Source: an optimization exercise on an open RTL-to-GDS flow (aim: small area, a short achievable clock period and few clock cycles per item). Production flows keep margins and buffers that such runs may drop.
No functional check of the RTL was part of any run shown here.
No activity file was given, so power comes from the tool's default toggle rates.

`flow/flow/run.sh`:
```
#!/bin/bash
set -euo pipefail
export BUFFER_PORTS_ARGS="-buffer_cell sky130_fd_sc_hd__buf_1"
bash standard.sh > standard.log 2>&1
```
`flow/standard.sh`:
```
#!/bin/bash
# synth_recipe.tcl (not shown) runs the flow's synth.tcl, then flattens the netlist and writes it again
# the make line also repeats each setting of config.mk as NAME=value (left out here)
make -C /OpenROAD-flow-scripts/flow DESIGN_CONFIG=/design/flow/config.mk WORK_HOME=/design/flow/orfs CLKGATE_MAP_FILE= SYNTH_SCRIPT=/design/flow/synth_recipe.tcl "${@:-finish}"
```
`flow/config.mk`:
```
export PLATFORM = sky130hd
export DESIGN_NAME = spi_i2c_ctrl
export DESIGN_NICKNAME = spi_i2c_ctrl
export VERILOG_FILES = /design/flow/design.v
export SDC_FILE = /design/flow/constraint.sdc
export NUM_CORES = 4
export LEC_CHECK = 0
export CAP_MARGIN = 20
export CORE_MARGIN = 2
export CORE_UTILIZATION = 40
export CTS_BUF_LIST = sky130_fd_sc_hd__clkbuf_8
export SETUP_SLACK_MARGIN = 4.2
export SLEW_MARGIN = 20
```
`flow/constraint.sdc`:
```
create_clock -name core_clock -period 8.0 [get_ports {clk}]
set_input_delay 1.6000 -clock core_clock [delete_from_list [all_inputs] [get_ports {clk}]]
set_output_delay 1.6000 -clock core_clock [all_outputs]
set_load 0.01 [all_outputs]
```
`flow/design.v`:
```
module spi_i2c_ctrl #(
    parameter [23:0] CORE_CLOCK_HZ = 24'd16000000    
) (
    input             clk,
    input             rst,
    input             cmd_valid,
    input      [31:0] cmd,
    output            cmd_ready,
    output reg        rsp_valid,
    output      [7:0] result_code,
    output reg  [7:0] result_value,
    output     [15:0] ci,
    output            faulted,
    output      [1:0] fault_cause,
    output     [31:0] fault_cmd,
    output            wait_spi,
    output            wait_twi,
    output            wait_settle,
    output reg        cs_drive,
    output reg        cs_level,
    output reg        evt_pindir,
    output reg  [7:0] spcr,
    output      [7:0] spsr,
    output reg  [7:0] spdr_tx,
    output reg  [7:0] spdr_rx,
    output      [7:0] twcr,
    output      [7:0] twsr,
    output reg  [7:0] twbr,
    output      [7:0] twar,
    output reg  [7:0] twdr,
    output reg        spi_pending,
    output reg  [1:0] twi_pending,
    input             spi_step,
    input       [7:0] spi_step_byte,
    input             twi_step,
    input       [4:0] twi_step_status,
    input       [7:0] twi_step_byte,
    input             twi_settle,
    input       [4:0] twi_settle_status
);
    localparam [7:0] OP_SPI_VALIDATE  = 8'h01;
    localparam [7:0] OP_SPI_LOOKUP    = 8'h02;
    localparam [7:0] OP_SPI_CONFIGURE = 8'h03;
    localparam [7:0] OP_SPI_SELECT    = 8'h04;
    localparam [7:0] OP_SPI_DESELECT  = 8'h05;
    localparam [7:0] OP_SPI_TRANSFER  = 8'h06;
    localparam [7:0] OP_SPI_SEND      = 8'h07;
    localparam [7:0] OP_I2C_INIT      = 8'h10;
    localparam [7:0] OP_I2C_OWNADDR   = 8'h11;
    localparam [7:0] OP_I2C_START     = 8'h12;
    localparam [7:0] OP_I2C_ADDRESS   = 8'h13;
    localparam [7:0] OP_I2C_SEND      = 8'h14;
    localparam [7:0] OP_I2C_READACK   = 8'h15;
    localparam [7:0] OP_I2C_READNACK  = 8'h16;
    localparam [7:0] OP_I2C_STOP      = 8'h17;
    localparam [7:0] OP_I2C_STATUS    = 8'h18;
    localparam [2:0] E_OK         = 3'd0;
    localparam [2:0] E_INV_MODE   = 3'd1;
    localparam [2:0] E_SPEED      = 3'd2;
    localparam [2:0] E_NULL_CFG   = 3'd3;
    localparam [2:0] E_BAD_ADDR   = 3'd4;
    localparam [2:0] E_BAD_DIR    = 3'd5;
    localparam [2:0] E_BAD_RATE   = 3'd6;
    localparam [2:0] E_BAD_CS     = 3'd7;
    localparam [2:0] BUS_IDLE  = 3'd0;
    localparam [2:0] BUS_START = 3'd1;
    localparam [2:0] BUS_ADDRW = 3'd2;
    localparam [2:0] BUS_ADDRR = 3'd3;
    localparam [2:0] BUS_DATA  = 3'd4;
    localparam [2:0] BUS_STOPP = 3'd5;
    localparam [1:0] TP_NONE  = 2'd0;
    localparam [1:0] TP_START = 2'd1;
    localparam [1:0] TP_BYTE  = 2'd2;
    localparam [23:0] HZ_MIN = 24'd30304;
    localparam [23:0] HZ_MAX = 24'd1000000;
    localparam [19:0] REM0   = 20'd15625;
    reg         idle;        
    reg         w_spi;       
    reg         w_twi;       
    reg         w_set;       
    reg         div;         
    reg  [1:0]  fcause;      
    reg  [31:0] cmd_r;       
    reg  [2:0]  bus;
    reg  [2:0]  rcode;
    reg         spif, wcol, spi2x;
    reg         twint, twea, twsta, twsto, twwc, twen;
    reg  [4:0]  tws;
    reg  [6:0]  twar_r;
    reg  [19:0] rem;         
    reg  [8:0]  quo;         
    wire flt = fcause[1] | fcause[0];
    reg  [15:0] ci_r;
    assign ci = ci_r + {15'd0, rsp_valid};
    assign cmd_ready   = idle;
    assign faulted     = flt;
    assign fault_cause = fcause;
    assign fault_cmd   = cmd_r & {32{flt}};
    assign wait_spi    = w_spi;
    assign wait_twi    = w_twi;
    assign wait_settle = w_set;
    assign result_code = {5'b00000, rcode};
    assign spsr        = {spif, wcol, 5'b00000, spi2x};
    assign twcr        = {twint, twea, twsta, twsto, twwc, twen, 1'b0, 1'b0};
    assign twsr        = {tws, 3'b000};         
    assign twar        = {twar_r, 1'b0};
    wire [7:0]  op   = cmd[7:0];
    wire [7:0]  fa   = cmd[15:8];
    wire [7:0]  fb   = cmd[23:16];
    wire [23:0] hz   = cmd[31:8];
    wire m01 = (op == OP_SPI_VALIDATE);
    wire m02 = (op == OP_SPI_LOOKUP);
    wire m03 = (op == OP_SPI_CONFIGURE);
    wire m04 = (op == OP_SPI_SELECT);
    wire m05 = (op == OP_SPI_DESELECT);
    wire m06 = (op == OP_SPI_TRANSFER);
    wire m07 = (op == OP_SPI_SEND);
    wire m10 = (op == OP_I2C_INIT);
    wire m11 = (op == OP_I2C_OWNADDR);
    wire m12 = (op == OP_I2C_START);
    wire m13 = (op == OP_I2C_ADDRESS);
    wire m14 = (op == OP_I2C_SEND);
    wire m15 = (op == OP_I2C_READACK);
    wire m16 = (op == OP_I2C_READNACK);
    wire m17 = (op == OP_I2C_STOP);
    wire m18 = (op == OP_I2C_STATUS);
    wire z_31_29 = (cmd[31:29] == 3'd0);
    wire z_31_24 = z_31_29 && (cmd[28:24] == 5'd0);
    wire z_31_16 = z_31_24 && (fb == 8'd0);
    wire z_31_8  = z_31_16 && (fa == 8'd0);
    wire z_val   = z_31_29 && (cmd[28:26] == 3'd0) && !cmd[24] && (fb == 8'd0);    
    wire z_look  = z_31_24 && (fb[7:2] == 6'd0) && (fa[7:2] == 6'd0);             
    wire z_own   = z_31_16 && !fa[7];                                            
    wire acc = idle & cmd_valid;
    wire v01 = acc & m01 & z_val;
    wire v02 = acc & m02 & z_look;
    wire v03 = acc & m03 & z_31_29;
    wire v04 = acc & m04 & z_31_16;
    wire v05 = acc & m05 & z_31_16;
    wire v06 = acc & m06 & z_31_16;
    wire v07 = acc & m07 & z_31_16;
    wire v10 = acc & m10;
    wire v11 = acc & m11 & z_own;
    wire v12 = acc & m12 & z_31_8;
    wire v13 = acc & m13 & z_31_24;
    wire v14 = acc & m14 & z_31_16;
    wire v15 = acc & m15 & z_31_8;
    wire v16 = acc & m16 & z_31_8;
    wire v17 = acc & m17 & z_31_8;
    wire v18 = acc & m18 & z_31_8;
    wire legal_acc = v01 | v02 | v03 | v04 | v05 | v06 | v07 | v10 | v11 |
                     v12 | v13 | v14 | v15 | v16 | v17 | v18;
    wire div_ok = cmd[25] ? (fa == 8'd2 || fa == 8'd8 || fa == 8'd32 || fa == 8'd64)
                          : (fa == 8'd4 || fa == 8'd16 || fa == 8'd64 || fa == 8'd128);
    wire [1:0] div_class = (fa == 8'd2 || fa == 8'd4)  ? 2'd0 :
                           (fa == 8'd8 || fa == 8'd16) ? 2'd1 :
                           (fa == 8'd32)               ? 2'd2 : 2'd3;
    wire [7:0] cfg_pattern = {cmd[27], 1'b1, cmd[26], cmd[24], fb[1:0], div_class};
    wire       cfg_ok      = cmd[28] && div_ok && (fb[7:2] == 6'd0);
    wire hz_ok    = (hz >= HZ_MIN) && (hz <= HZ_MAX);
    wire addr_bad = (fa == 8'd0) || fa[7];
    wire dir_bad  = (fb[7:1] != 7'd0);
    wire cs_bad   = (fa != 8'd0);
    wire       stopp    = (bus == BUS_STOPP);
    wire       hold_set = stopp & twsto;         
    wire [2:0] bus_eff  = stopp ? BUS_IDLE : bus;
    wire       be_idle  = (bus_eff == BUS_IDLE);
    wire       be_start = (bus_eff == BUS_START);
    wire       be_aw    = (bus_eff == BUS_ADDRW);
    wire       be_ar    = (bus_eff == BUS_ADDRR);
    wire       be_data  = (bus_eff == BUS_DATA);
    wire       ok_start = be_idle | be_data;
    wire       ok_addr  = be_start;
    wire       ok_send  = be_aw | be_data;
    wire       ok_read  = be_ar | be_data;
    wire       ok_stop  = be_start | be_aw | be_ar | be_data;
    wire       ok_init  = (bus == BUS_IDLE) | stopp;
    wire v13_ok   = v13 & ~addr_bad & ~dir_bad;
    wire pro      = v12 | v13_ok | v14 | v15 | v16 | v17;
    wire pro_now  = pro & ~hold_set;
    wire b12      = v12    & ~hold_set & ok_start;
    wire b13      = v13_ok & ~hold_set & ok_addr;
    wire b14      = v14    & ~hold_set & ok_send;
    wire b15      = v15    & ~hold_set & ok_read;
    wire b16      = v16    & ~hold_set & ok_read;
    wire b17      = v17    & ~hold_set & ok_stop;
    wire init_go  = v10 & hz_ok & ok_init;
    wire r_start = (cmd_r[2:0] == 3'd2);
    wire r_read  = (cmd_r[2:0] == 3'd5) || (cmd_r[2:0] == 3'd6);
    wire [20:0] dv_t    = {rem, 1'b0};
    wire [21:0] dv_diff = {1'b0, dv_t} - {2'b00, cmd_r[27:8]};
    wire        dv_ge   = ~dv_diff[21];
    wire [19:0] dv_rem  = dv_ge ? dv_diff[19:0] : dv_t[19:0];
    wire        dv_last = quo[8];
    wire [8:0]  dv_q    = {quo[7:0], dv_ge};
    wire [7:0]  br_val  = dv_q[7:0] - 8'd8;
    wire set_only = w_set & ~div;                  
    wire set_go   = set_only & twi_settle;         
    wire div_fin  = div & dv_last & (~w_set | twi_settle);
    wire div_rst  = div & dv_last & w_set & ~twi_settle;    
    wire spi_fin  = w_spi & spi_step;
    wire twi_fin  = w_twi & twi_step;
    wire spi_now = (v06 | v07) & spif;             
    wire fin = v01 | v02 | v03 | v04 | v05 | v11 | v18 | spi_now |
               (v10 & ~hz_ok) | (v13 & (addr_bad | dir_bad)) | b17 |
               spi_fin | twi_fin | div_fin;
    wire f_ill = acc & ~legal_acc;
    wire f_seq = (v10 & hz_ok & ~ok_init) |
                 (pro_now & ~(b12 | b13 | b14 | b15 | b16 | b17)) |
                 (set_go & ~r_start);
    wire go_spi    = ((v06 | v07) & ~spif) | (w_spi & ~spi_step);
    wire go_twi    = b12 | b13 | b14 | b15 | b16 | (set_go & r_start) | (w_twi & ~twi_step);
    wire go_set    = (hold_set & (init_go | pro)) | (w_set & ~twi_settle);
    wire go_div    = init_go | (div & ~div_fin);
    wire div_start = div_rst;
    wire wr_cfg    = v03 & cfg_ok;
    wire wr_cs     = (v04 | v05) & ~cs_bad;
    wire wr_twar   = v11;
    wire wr_spdr   = v06 | v07;
    wire spi_rd    = spi_now | spi_fin;
    wire init_done = div_fin;
    wire bus_idle  = (init_go & ~hold_set) | (div & w_set & twi_settle) | set_go |
                     (pro_now & stopp);
    wire       body    = b12 | b13 | b14 | b15 | b16 | b17 | (set_go & r_start);
    wire [2:0] body_op = set_only ? 3'd2 : op[2:0];
    reg  [2:0] fin_code;
    reg  [7:0] fin_val;
    always @(*) begin
        fin_code = E_OK;
        fin_val  = 8'h00;
        if (idle) begin
            if (m01) begin
                if (!div_ok) fin_code = E_SPEED;
            end
            if (m02)
                fin_val = {4'b0000, fb[1:0], fa[1:0]};
            if (m03) begin
                if (!cmd[28])         fin_code = E_NULL_CFG;
                else if (!div_ok)     fin_code = E_SPEED;
                else if (fb[7:2] != 6'd0) fin_code = E_INV_MODE;
                else                  fin_val  = cfg_pattern;
            end
            if (m04 | m05) begin
                if (cs_bad) fin_code = E_BAD_CS;
            end
            if (m06)
                fin_val = spdr_rx;
            if (m10)
                fin_code = E_BAD_RATE;
            if (m13) begin
                if (addr_bad) fin_code = E_BAD_ADDR;
                else          fin_code = E_BAD_DIR;
            end
            if (m18)
                fin_val = {tws, 3'b000};
        end else if (w_spi) begin
            if (!cmd_r[0]) fin_val = spi_step_byte;
        end else if (w_twi) begin
            if (r_read) fin_val = twi_step_byte;
            else        fin_val = {twi_step_status, 3'b000};
        end else if (div) begin
            fin_val = br_val;
        end
    end
    always @(posedge clk) begin
        if (idle)
            cmd_r <= cmd;
        rem <= (idle | div_start) ? REM0 : dv_rem;
        quo <= (idle | div_start) ? 9'd1 : dv_q;
    end
    always @(posedge clk) begin
        if (rst) begin
            idle         <= 1'b1;
            w_spi        <= 1'b0;
            w_twi        <= 1'b0;
            w_set        <= 1'b0;
            div          <= 1'b0;
            fcause       <= 2'd0;
            bus          <= BUS_IDLE;
            rsp_valid    <= 1'b0;
            rcode        <= 3'd0;
            result_value <= 8'd0;
            ci_r         <= 16'd0;
            cs_drive     <= 1'b0;
            cs_level     <= 1'b0;
            evt_pindir   <= 1'b0;
            spcr         <= 8'h00;
            spif         <= 1'b0;
            wcol         <= 1'b0;
            spi2x        <= 1'b0;
            spdr_tx      <= 8'h00;
            spdr_rx      <= 8'h00;
            spi_pending  <= 1'b0;
            twint        <= 1'b0;
            twea         <= 1'b0;
            twsta        <= 1'b0;
            twsto        <= 1'b0;
            twwc         <= 1'b0;
            twen         <= 1'b0;
            tws          <= 5'b11111;
            twbr         <= 8'h00;
            twar_r       <= 7'h7F;
            twdr         <= 8'hFF;
            twi_pending  <= TP_NONE;
        end else begin
            idle  <= (idle & ~cmd_valid) | fin;
            w_spi <= go_spi;
            w_twi <= go_twi;
            w_set <= go_set;
            div   <= go_div;
            if (f_ill) fcause[0] <= 1'b1;
            if (f_seq) fcause[1] <= 1'b1;
            rsp_valid  <= fin;
            ci_r       <= ci;
            evt_pindir <= wr_cfg & cmd[24];
            if (fin) begin
                rcode        <= fin_code;
                result_value <= fin_val;
            end
            if (spi_step) begin
                spdr_rx     <= spi_step_byte;
                spif        <= 1'b1;
                spi_pending <= 1'b0;
            end
            if (twi_step) begin
                tws <= twi_step_status;
                if (twi_pending == TP_BYTE)
                    twdr <= twi_step_byte;
                twint       <= 1'b1;
                twi_pending <= TP_NONE;
            end
            if (twi_settle) begin
                twsto <= 1'b0;
                tws   <= twi_settle_status;
            end
            if (wr_cfg) begin
                spcr  <= cfg_pattern;
                spi2x <= cmd[25];
            end
            if (wr_cs) begin
                cs_drive <= 1'b1;
                cs_level <= op[0];
            end
            if (wr_spdr) begin
                spdr_tx <= fa;
                if (spi_pending)
                    wcol <= 1'b1;
                else if (spcr[6])
                    spi_pending <= 1'b1;
            end
            if (spi_rd) begin
                spif <= 1'b0;
                wcol <= 1'b0;
            end
            if (wr_twar)
                twar_r <= fa[6:0];
            if (bus_idle)
                bus <= BUS_IDLE;
            if (init_done) begin
                twbr  <= br_val;
                twea  <= 1'b0;
                twsta <= 1'b0;
                twsto <= 1'b0;
                twen  <= 1'b1;
            end
            if (body) begin
                twint <= 1'b0;
                twen  <= 1'b1;
                twea  <= (body_op == 3'd5);
                twsta <= (body_op == 3'd2);
                twsto <= (body_op == 3'd7);
                case (body_op)
                    3'd2:    twi_pending <= TP_START;
                    3'd7:    twi_pending <= TP_NONE;
                    default: twi_pending <= TP_BYTE;
                endcase
                if (body_op == 3'd3 || body_op == 3'd4) begin
                    if (twint) begin
                        twdr <= (body_op == 3'd3) ? {fa[6:0], fb[0]} : fa;
                        twwc <= 1'b0;
                    end else begin
                        twwc <= 1'b1;
                    end
                end
                case (body_op)
                    3'd2:    bus <= BUS_START;
                    3'd3:    bus <= fb[0] ? BUS_ADDRR : BUS_ADDRW;
                    3'd7:    bus <= BUS_STOPP;
                    default: bus <= BUS_DATA;
                endcase
            end
        end
    end
endmodule
```
==> results.toml, run 1 <==
[drt]
drtPass1Iterations = 9
first_iter_violations = 513
drc = 0
postRouteWirelength_um = 28000
postRouteAntennaNets = 0
wl_per_cell_um = 18.8
dr_total_vias = 8072
routed_via_density = 5.43

[placement]
post-place-cells = 1440
place_hpwl_um = 20200
portBuffers = 197
gp_congestion = 0.896
pre_cts_ws_ns = 3.36

[hold_path]
holdPathStages = 1
hp-class = "reg2reg"
hp-start = "quo[7]$_SDFF_PP0_"
min_to = "quo[8]$_SDFF_PP0_"

[yosys]
yosysSeqAreaShare_pct = 40.9
ys_async_sr_fraction_pct = 0
synth_seq_cells = 166
netlist_instances = 1016
yosysWarnings = 1
syn_area_um2 = 8910
synth_edf_count = 32
synth_flop_cell = "dfxtp_1"
yosysUniqueCellTypes = 74
postSynthAreaPerCell_um2 = 8.77

[sta]
worst_pin_slew_ns = 0.947
fin_ws_ns = 4.14
slew_viol_final = 0
timing.final.hold_violations = 0
fin_skew_ns = 0.0135
tns_ns = 0
period_needed_ns = 3.86
slew_headroom_pct = 36.7
finalSetupViolCount = 0
post-route-period-util_pct = 48.3
rsz0062_at_grt = "true"
max_freq_ghz = 0.259

[die]
initial_core_util_pct = 40.8
coreArea_um2 = 21800
die_width_um = 153
fp-row-count = 54
die_y_um = 153
die-area_um2 = 23500
pin_count = 214

[cts]
path_clk_slew_ns = 0.09
cts_root_buffer = "clkbuf_8"
cts_hold_buf = 0
clockBufferDepth = 2
cts_inserted_buffers = 17
numClockSinks = 166
h-tree-depth = 4
clk_latency_ns = 0.48
tritoncts = "yes"

[cells_and_area]
stdcell_count = 1487
mostFrequentLayoutCell = "buf_1"
final_cell_mix = "buf_1, dfxtp_1, nor2_1, nand2_1"
fin_nets = 1281
n_fill_cell = 2166
syn_to_final_growth_pct = 19.0
n_antenna_cell = 0
drive_gt1_share_pct = 10.6

[job]
drv_cap = 0

[worst_setup_path]
worstReg2RegEnd = "result_value[0]$_SDFFE_PP0P_"
worstPathRequired_ns = 8.41
r2r_slack_ns = 4.60
crit_path_end_kind = "register"
critPathKind = "in2reg"
cp-start-kind = "primary input"
r2r_cells = 10
reg2reg_from = "cmd_r[9]$_DFFE_PP_"
critPathMaxFanout = 5
arrival_ns = 4.27

[outcome]
outcome = "no timing/DRC/antenna violations"

[global_route]
grt_usage_pct = 23.3
grt_max_degree = 89
antenna_found_initial = 1
grt_pass1_vias = 7450
grt_pass1_wl_um = 42800
gr-total-overflow = 0

[pwr]
power_mw = 1.95
vdd_drop_max_mv = 0.0973
p_leak_nw = 4.05
p_per_area_nw_per_um2 = 184
report_power, final:
part	leakage [nW]	internal (mW)	switching (mW)
Clock	0.229	0.349	0.338
Sequential	1.41	0.887	0.0221
Combinational	2.41	0.130	0.225
state kept, by name (all words and copies together) (netlist names), 9 cells and up:
register and count:
rem 20, quo 9, cmd_r 32, ci_r 16
final cells by class:
type	count	area (µm²)	share of cell area, %
flip-flops and latches	166	3650	34.4
clock inverters	15	213	2.01
well taps	280	350	3.31
repair buffers	219	966	9.11
clock buffers	17	234	2.21
multi-input cells	749	5030	47.5
inverters	41	154	1.45
per-layer routing:
layer | track usage [%] | up-vias | part of all wire (%)
li1 | - | 3919 | -
met1 | 32.4 | 3789 | 45
met2 | 35.9 | 319 | 45
met3 | 4.73 | 43 | 7.3
met4 | 8.11 | 2 | 2.2
met5 | 0 | - | 0.046
through the flow:
step           hold slack, ns  utilization (%)  cell area [µm²]
2_1_floorplan           0.406                -             8990
3_3_place_gp            0.410             44.8             9780
3_5_place_dp            0.415             44.8             9780
4_1_cts                 0.444             47.5            10400
5_1_grt                 0.471             48.6            10600
6_report                0.443             48.6            10600
critical path, cell delays in order:
cell and delay, ns:
buf_8 0.10, or4_4 0.56, nor3_4 0.27, nand4_1 0.22, or4_4 0.65, o211ai_4 0.15
nor4b_4 0.09, buf_4 0.16, a2111o_1 0.36, a21oi_2 0.11
cell usage after synthesis (all sizes together) (3+ instances only):
master | n | share of area, %
nand3b | 8 | 0.67
a211o | 13 | 1.3
o2111ai | 3 | 0.29
nand4b | 3 | 0.29
mux2 | 11 | 1.4
nor4 | 11 | 0.91
nand3 | 29 | 1.6
or4 | 8 | 0.80
clkbuf | 45 | 1.9
and3 | 5 | 0.35
o21a | 9 | 0.76
o31ai | 5 | 0.42
nand2 | 85 | 3.6
o31a | 3 | 0.29
a21o | 4 | 0.34
ha | 22 | 3.1
o21ai | 32 | 1.8
a221oi | 5 | 0.49
inv | 41 | 1.7
nand4 | 14 | 0.98
nor3 | 24 | 1.5
a21oi | 60 | 3.5
dfxtp | 134 | 30
buf | 32 | 2.5
nor2 | 112 | 4.7
nand2b | 18 | 1.3
or2 | 11 | 0.77
xor2 | 18 | 1.8
o311ai | 3 | 0.29
mux2i | 57 | 6.4
a311oi | 4 | 0.39
and2 | 11 | 0.77
o211ai | 7 | 0.65
edfxtp | 32 | 11
o22ai | 8 | 0.56
a211oi | 8 | 0.67
nor3b | 3 | 0.25
or3 | 8 | 0.56
nor2b | 48 | 3.4
xnor2 | 20 | 2.0
a31oi | 11 | 0.77
nor4b | 4 | 0.53
worst max path at each step:
stage | startpoint | to | slack (ns) | depth (start not counted)
after floorplan | cmd[19] | rcode[1]$_SDFFE_PP0P_ | 4.15 | 8
after detailed placement | cmd[19] | rcode[1]$_SDFFE_PP0P_ | 3.36 | 8
after CTS | cmd[25] | rcode[1]$_SDFFE_PP0P_ | 4.07 | 9
final | cmd[18] | result_value[4]$_SDFFE_PP0P_ | 4.14 | 10
after global routing | cmd[25] | twdr[2]$_SDFF_PP1_ | 4.15 | 10
after global placement | cmd[19] | rcode[1]$_SDFFE_PP0P_ | 3.41 | 8
logic make-up (layout without fill, tap and decap cells):
group,after synthesis,count (layout),share of synthesized area (%)
other,1,16,0.0421
adder cells (fa/ha/maj),23,23,3.31
buffers and inverters,118,292,6.17
flip-flops,166,166,40.9
multiplexers,68,68,7.79
AND/OR/NAND/NOR,406,408,23.4
AO/OA/AOI/OAI,196,196,14.6
XOR/XNOR,38,38,3.74
what timing repair did:
action                     4_1_cts  5_1_grt
resized for setup               16       45
setup endpoints to repair       32       39
gates cloned                     2        1
pin swaps                        2       14
setup buffers                    4        8
==> run 2, diff against run 1 <==
--- a/flow/config.mk
+++ b/flow/config.mk
@@ -10,4 +10,4 @@
 export CORE_UTILIZATION = 40
 export CTS_BUF_LIST = sky130_fd_sc_hd__clkbuf_8
-export SETUP_SLACK_MARGIN = 4.2
+export SETUP_SLACK_MARGIN = 4.4
 export SLEW_MARGIN = 20
==> run 2 against run 1 <==
- largest power group unchanged
- core utilization up 0.71 points
- wire length up 1.2%
- via count up 1.4%
- area after synthesis unchanged
- final cell count up 0.87%
- clock power down 12%
- die area unchanged
==> results.toml, run 2 <==
[yosys]
yosysMostFrequentCell = "dfxtp_1"
yosysWarnings = 1
synth.area.mux_share_pct = 7.79
netlist_instances = 1016
yosysSeqAreaShare_pct = 40.9
synth_flop_cell = "dfxtp_1"
synth_common_cells = "dfxtp_1, nor2_1, nand2_1, a21oi_1, mux2i_1"
synth-xor-area-share_pct = 3.74
synth_top_family_by_area = "simple AND/OR/NAND/NOR gates"
synthSimpleGateAreaFrac_pct = 23.4
synth_compound_area_share_pct = 14.6
synth_seq_cells = 166
synth_top_area_cell = "dfxtp_1"
synthAdderAreaFrac_pct = 3.31
ys_async_sr_fraction_pct = 0
synthDominantCellAreaShare_pct = 30.1
postSynthAreaPerCell_um2 = 8.77
synth_edf_count = 32
yosysUniqueCellTypes = 74
syn_area_um2 = 8910
synth_area_leaders = "dfxtp_1, edfxtp_1, mux2i_1"

[die]
die_width_um = 153
die-area_um2 = 23500
coreArea_um2 = 21800
fp-row-count = 54
pin_count = 214
die_y_um = 153
initial_core_util_pct = 40.8

[worst_setup_path]
crit_path_end_kind = "register"
cp-start-kind = "primary input"
r2r_slack_ns = 4.58
reg2reg_from = "cmd_r[14]$_DFFE_PP_"
worstPathRequired_ns = 8.38
worstReg2RegEnd = "result_value[0]$_SDFFE_PP0P_"
crit_family = "simple AND/OR/NAND/NOR gates"
crit_buf_inv = 2
max_stage_delay_ns = 0.57
critPathMaxFanout = 5
r2r_cells = 10
critPathKind = "in2reg"
critPathSlowestCell = "or4_4"
arrival_ns = 4.13
cp_cell_sequence = "buf_12, or4_4, or4_1, nor3_1, nand4_1, nand3_4, o2111ai_4, buf_6, mux2i_1, or2_1"

[sta]
worst_pin_slew_ns = 0.948
fin_skew_ns = 0.0185
timing.final.hold_violations = 0
holdWs_ns = 0.435
post-route-period-util_pct = 46.9
slew_headroom_pct = 36.8
period_needed_ns = 3.75
tns_ns = 0
slew_viol_final = 0
rsz0062_at_grt = "true"
finalSetupViolCount = 0
max_freq_ghz = 0.267

[placement]
place_hpwl_um = 20200
portBuffers = 197
gp_congestion = 0.886

[pwr]
power_mw = 1.87
seqPwrFrac_pct = 48.5
p_comb_share_pct = 19.1
netSwitchingFraction_pct = 33.0
p_leak_nw = 4.16
power.share.clock_pct = 32.3
p_switching_mw = 0.618
power.internal_mw = 1.25
vdd_drop_max_mv = 0.104
p_per_area_nw_per_um2 = 174

[cells_and_area]
register_area_um2 = 3660
multi_input_area_um2 = 5100
final_cell_mix = "buf_1, dfxtp_1, nor2_1, nand2_1, a21oi_1"
n_antenna_cell = 0
regMostFlops = "cmd_r"
utilization_pct = 49.3
fin_nets = 1294
drive_gt1_share_pct = 13.2
syn_to_final_growth_pct = 20.7
largest_register_ffs = 32
reg.largest.list = "cmd_r x32, rem x20, ci_r x16"
n_fill_cell = 2148
mostFrequentLayoutCell = "buf_1"

[global_route]
grt_max_degree = 91
grt_usage_pct = 23.6
antenna_found_initial = 0
gr-total-overflow = 0
grt_pass1_vias = 7603
grt_pass1_wl_um = 43500

[drt]
routed_via_density = 5.45
first_iter_violations = 606
postRouteWirelength_um = 28300
postRouteAntennaNets = 0
drc = 0
drtPass1Iterations = 6
wl_per_cell_um = 18.9
dr_total_vias = 8181

[hold_path]
min_to = "quo[8]$_SDFF_PP0_"
hp-class = "reg2reg"
holdPathStages = 1
hp-start = "quo[7]$_SDFF_PP0_"

[cts]
path_clk_slew_ns = 0.10
tritoncts = "yes"
cts_inserted_buffers = 17
cts_root_buffer = "clkbuf_8"
numClockSinks = 166
clockBufferDepth = 2
cts_hold_buf = 0
clk_latency_ns = 0.49
h-tree-depth = 4

[outcome]
outcome = "no timing/DRC/antenna violations"

[job]
drv_cap = 0
==> run 2: changes by cell type in the layout (fill, tap and decap cells not counted), sizes merged <==
cell | previous run | this run
buf | 207 | 230
bufinv | 4 | 0
clkbuf | 29 | 20
clkinv | 3 | 4
clkinvlp | 0 | 2
inv | 49 | 50
nor4b | 6 | 5
==> run 2: logic make-up (layout without fill, tap and decap cells) <==
family,Yosys count,in the layout
multiplexers,68,68
XOR/XNOR,38,38
AND/OR/NAND/NOR,406,407
other,1,16
buffers and inverters,118,306
flip-flops,166,166
AO/OA/AOI/OAI,196,196
adder cells (fa/ha/maj),23,23
==> run 2: repair_timing <==
action                                  in CTS  in global routing
buffers inserted                            13                 13
cloned                                       2                  0
endpoints found under the setup margin      34                 39
pin swaps                                   12                 24
gates resized for setup                     59                 33
==> run 2: area by class of cell <==
| cell class | count | area share, % |
|---|---|---|
| clock inverters | 15 | 1.45 |
| inverters | 41 | 1.43 |
| clock buffers | 17 | 2.18 |
| repair buffers | 233 | 10.3 |
| multi-input cells | 748 | 47.4 |
| flip-flops and latches | 166 | 34.0 |
| well taps | 280 | 3.26 |
==> run 2: power groups by stage <==
stage          registers (mW)  clock network, mW  logic [mW]
6_report                0.908              0.604       0.358
5_1_grt                 0.912              0.648       0.397
4_1_cts                 0.908              0.617       0.355
3_5_place_dp            0.927                  0       0.348
3_3_place_gp            0.927                  0       0.345
2_1_floorplan           0.925                  0       0.247
==> run 2: metal layers <==
metal / vias to the layer above / wire length [µm] / track usage, %
li1: 3940 / - / -
met1: 3887 / 13000 / 33.6
met2: 326 / 12800 / 36.0
met3: 28 / 2180 / 4.96
met4: 0 / 429 / 7.01
met5: - / 0 / 0
==> run 2: worst max-delay path by stage <==
stage,from,endpoint,slack [ns],cells after the start
finish,cmd[27],twdr[0]$_SDFF_PP1_,4.25,10
global route,cmd[18],twdr[3]$_SDFF_PP1_,4.25,11
CTS,cmd[18],rcode[1]$_SDFFE_PP0P_,4.27,10
detailed placement,cmd[14],rcode[1]$_SDFFE_PP0P_,3.30,9
global placement,cmd[13],rcode[1]$_SDFFE_PP0P_,3.40,9
floorplan,cmd[19],rcode[1]$_SDFFE_PP0P_,4.15,8
==> run 2: per-stage QoR <==
stage	cell area, µm²	std cells	setup slack (ns)
2_1_floorplan	9040	1031	4.15
3_3_place_gp	9830	1440	3.40
3_5_place_dp	9830	1440	3.30
4_1_cts	10500	1487	4.27
5_1_grt	10800	1500	4.25
6_report	10800	1500	4.25
==> run 3, diff against run 2 <==
--- a/flow/config.mk
+++ b/flow/config.mk
@@ -10,4 +10,4 @@
 export CORE_UTILIZATION = 40
 export CTS_BUF_LIST = sky130_fd_sc_hd__clkbuf_8
-export SETUP_SLACK_MARGIN = 4.4
+export SETUP_SLACK_MARGIN = 4.0
 export SLEW_MARGIN = 20
==> run 3 against run 2 <==
- die area unchanged
- clock power up 4.8%
- area after synthesis unchanged
- via count down 1.1%
- clock skew down 0.00063 ns
- power up 1.3%
- critical path depth unchanged
- non-clock buffer count down 27
- worst hold slack better by 0.0017 ns
==> results.toml, run 3 <==
[sta]
period_needed_ns = 4.06
tns_ns = 0
post-route-period-util_pct = 50.7
worst_pin_slew_ns = 1.02
timing.final.hold_violations = 0
holdWs_ns = 0.437
max_freq_ghz = 0.247
slew_headroom_pct = 31.5
finalSetupViolCount = 0
fin_skew_ns = 0.0179
slew_viol_final = 0
rsz0062_at_grt = "true"

[die]
die-area_um2 = 23500
die_y_um = 153
initial_core_util_pct = 40.8
die_width_um = 153
pin_count = 214
coreArea_um2 = 21800
fp-row-count = 54

[cts]
tritoncts = "yes"
h-tree-depth = 4
cts_inserted_buffers = 17
clk_latency_ns = 0.48
numClockSinks = 166
cts_root_buffer = "clkbuf_8"
clockBufferDepth = 2
path_clk_slew_ns = 0.10

[pwr]
vdd_drop_max_mv = 0.0976
p_leak_nw = 3.90
p_per_area_nw_per_um2 = 184

[outcome]
outcome = "no timing/DRC/antenna violations"

[worst_setup_path]
crit_family = "simple AND/OR/NAND/NOR gates"
cp_cell_sequence = "buf_1, or4_4, nor3_2, nand4_1, or4_4, o211ai_2, nor4b_4, buf_12, or4b_4, a21oi_2"
critPathMaxFanout = 12
critPathKind = "in2reg"
worstPathRequired_ns = 8.41
cp-start-kind = "primary input"
arrival_ns = 4.47
critPathSlowestCell = "or4_4"
crit_buf_inv = 2
crit_top_cell = "or4_4"
crit_path_end_kind = "register"
max_stage_delay_ns = 0.60

[yosys]
yosysWarnings = 1
synth_top_area_cell = "dfxtp_1"
synthDominantCellAreaShare_pct = 30.1
synth_common_cells = "dfxtp_1, nor2_1, nand2_1, a21oi_1, mux2i_1"
yosysSeqAreaShare_pct = 40.9
ys_async_sr_fraction_pct = 0
synth_seq_cells = 166
postSynthAreaPerCell_um2 = 8.77
synth_edf_count = 32
yosysUniqueCellTypes = 74
syn_area_um2 = 8910
netlist_instances = 1016
synth_area_leaders = "dfxtp_1, edfxtp_1, mux2i_1"
yosysMostFrequentCell = "dfxtp_1"
synth_flop_cell = "dfxtp_1"

[cells_and_area]
stdcell_count = 1473
fin_nets = 1267
reg.largest.list = "cmd_r x32, rem x20, ci_r x16"
largest_register_ffs = 32
syn_to_final_growth_pct = 15.4
final_cell_mix = "buf_1, dfxtp_1, nor2_1, nand2_1, a21oi_1"
n_antenna_cell = 0
mostFrequentLayoutCell = "buf_1"
regMostFlops = "cmd_r"
drive_gt1_share_pct = 7.96

[drt]
dr_total_vias = 8090
first_iter_violations = 545
routed_via_density = 5.49
drtPass1Iterations = 7
drc = 0
postRouteAntennaNets = 0
postRouteWirelength_um = 27900
wl_per_cell_um = 18.9

[global_route]
grt_pass1_wl_um = 43000
gr-total-overflow = 0
grt_max_degree = 86
grt_pass1_vias = 7525
grt_usage_pct = 23.3
antenna_found_initial = 0

[placement]
portBuffers = 197
place_hpwl_um = 20500
gp_congestion = 0.904
post-place-cells = 1438

[job]
drv_cap = 0

[hold_path]
hp-class = "reg2reg"
## run 3: cell counts after synthesis
Identical to the previous run, type by type.
## run 3: layout make-up
type | instances | area [µm²]
multi-input cells | 748 | 4870
fillers | 2200 | 11500
well taps | 280 | 350
repair buffers | 206 | 848
clock inverters | 15 | 174
clock buffers | 17 | 234
flip-flops and latches | 166 | 3650
inverters | 41 | 154
## run 3: stage by stage
stage / instance area [µm²] / total power, mW / utilization (%) / setup WS, ns
detailed placement: 9760 / 1.27 / 44.7 / 3.23
global placement: 9750 / 1.27 / 44.7 / 3.23
floorplan: 8960 / 1.17 / - / 4.10
finish: 10300 / 1.89 / 47.1 / 3.94
global route: 10300 / 1.99 / 47.1 / 3.87
CTS: 10200 / 1.90 / 46.8 / 3.90
## run 3: worst reg2reg max path, cell delays in order, from the launching register on
cell and delay (ns):
edfxtp_1 0.43, inv_1 0.10, ha_1 0.22, nor2b_1 0.16, o31ai_1 0.30, o211ai_1 0.19
o22ai_1 0.39, a31oi_1 0.33, a2111o_1 0.77, a311oi_1 0.35, nor3_1 0.08
## run 3: what timing repair did
action                                  CTS  global route
setup buffers                             0             2
cloned                                    1             0
resized for setup                         6            16
hold buffers                              0             0
hold endpoints to repair                  0             0
endpoints found under the setup margin   25            39
pin swaps                                 1             1
## run 3: worst paths after layout
path | startpoint | slack [ns] | end | cells after the start
worst min-delay path | quo[7]$_SDFF_PP0_ | 0.44 | quo[8]$_SDFF_PP0_ | 1
worst max-delay path | cmd[19] | 3.94 | rcode[1]$_SDFFE_PP0P_ | 10
worst max register to register | cmd_r[9]$_DFFE_PP_ | 4.56 | result_value[0]$_SDFFE_PP0P_ | 10
worst min register to register | quo[7]$_SDFF_PP0_ | 0.44 | quo[8]$_SDFF_PP0_ | 1
## run 3: routing by layer
| metal | part of all wire, % | vias up | track usage (%) |
|---|---|---|---|
| met5 | 0 | - | 0 |
| met4 | 1.6 | 0 | 6.44 |
| met3 | 6.8 | 28 | 4.08 |
| met2 | 45 | 339 | 36.5 |
| met1 | 46 | 3836 | 33.1 |
| li1 | - | 3887 | - |
## run 3: power breakdown
part	internal, mW	switching [mW]
sequential	0.887	0.0235
combinational	0.127	0.224
clock	0.267	0.366
## run 3: cell families after synthesis
| family | Yosys count | synth area share [%] |
|---|---|---|
| mux | 68 | 7.79 |
| simple gates | 406 | 23.4 |
| fa+ha+maj | 23 | 3.31 |
| compound gates | 196 | 14.6 |
| other cells | 1 | 0.0421 |
| buf+inv | 118 | 6.17 |
| flops | 166 | 40.9 |
| xor+xnor | 38 | 3.74 |

## static timing again, ports no longer ideal
How much do the figures lean on ideal ports? The routed layouts below were timed once more, with nothing changed but the port constraints.
Step 1: set_driving_cell puts a clkbuf_16 on clk and a buf_2 on each other input, an assumption about the parent block.
Step 2 times the ports against the registers' clock, not the clock port: input delays grow and output delays shrink by t, the midpoint of the rising clock arrivals with the driver on.
a / b / c = no drivers / after step 1 / after step 2; a / b = the first two.
| run | t, ns | setup slack, ns | hold slack, ns |
|---|---|---|---|
| run 1 | 0.514 | 4.140 / 4.118 / 3.604 | 0.443 / 0.443 / 0.443 |
| run 2 | 0.520 | 4.252 / 4.240 / 3.720 | 0.435 / 0.435 / 0.435 |
| run 3 | 0.517 | 3.944 / 3.962 / 3.445 | 0.437 / 0.437 / 0.437 |
After both steps every run listed still meets setup and hold. For run 1, which loses most, drivers alone change the setup slack by -0.022 ns; drivers and shift together by -0.536 ns.
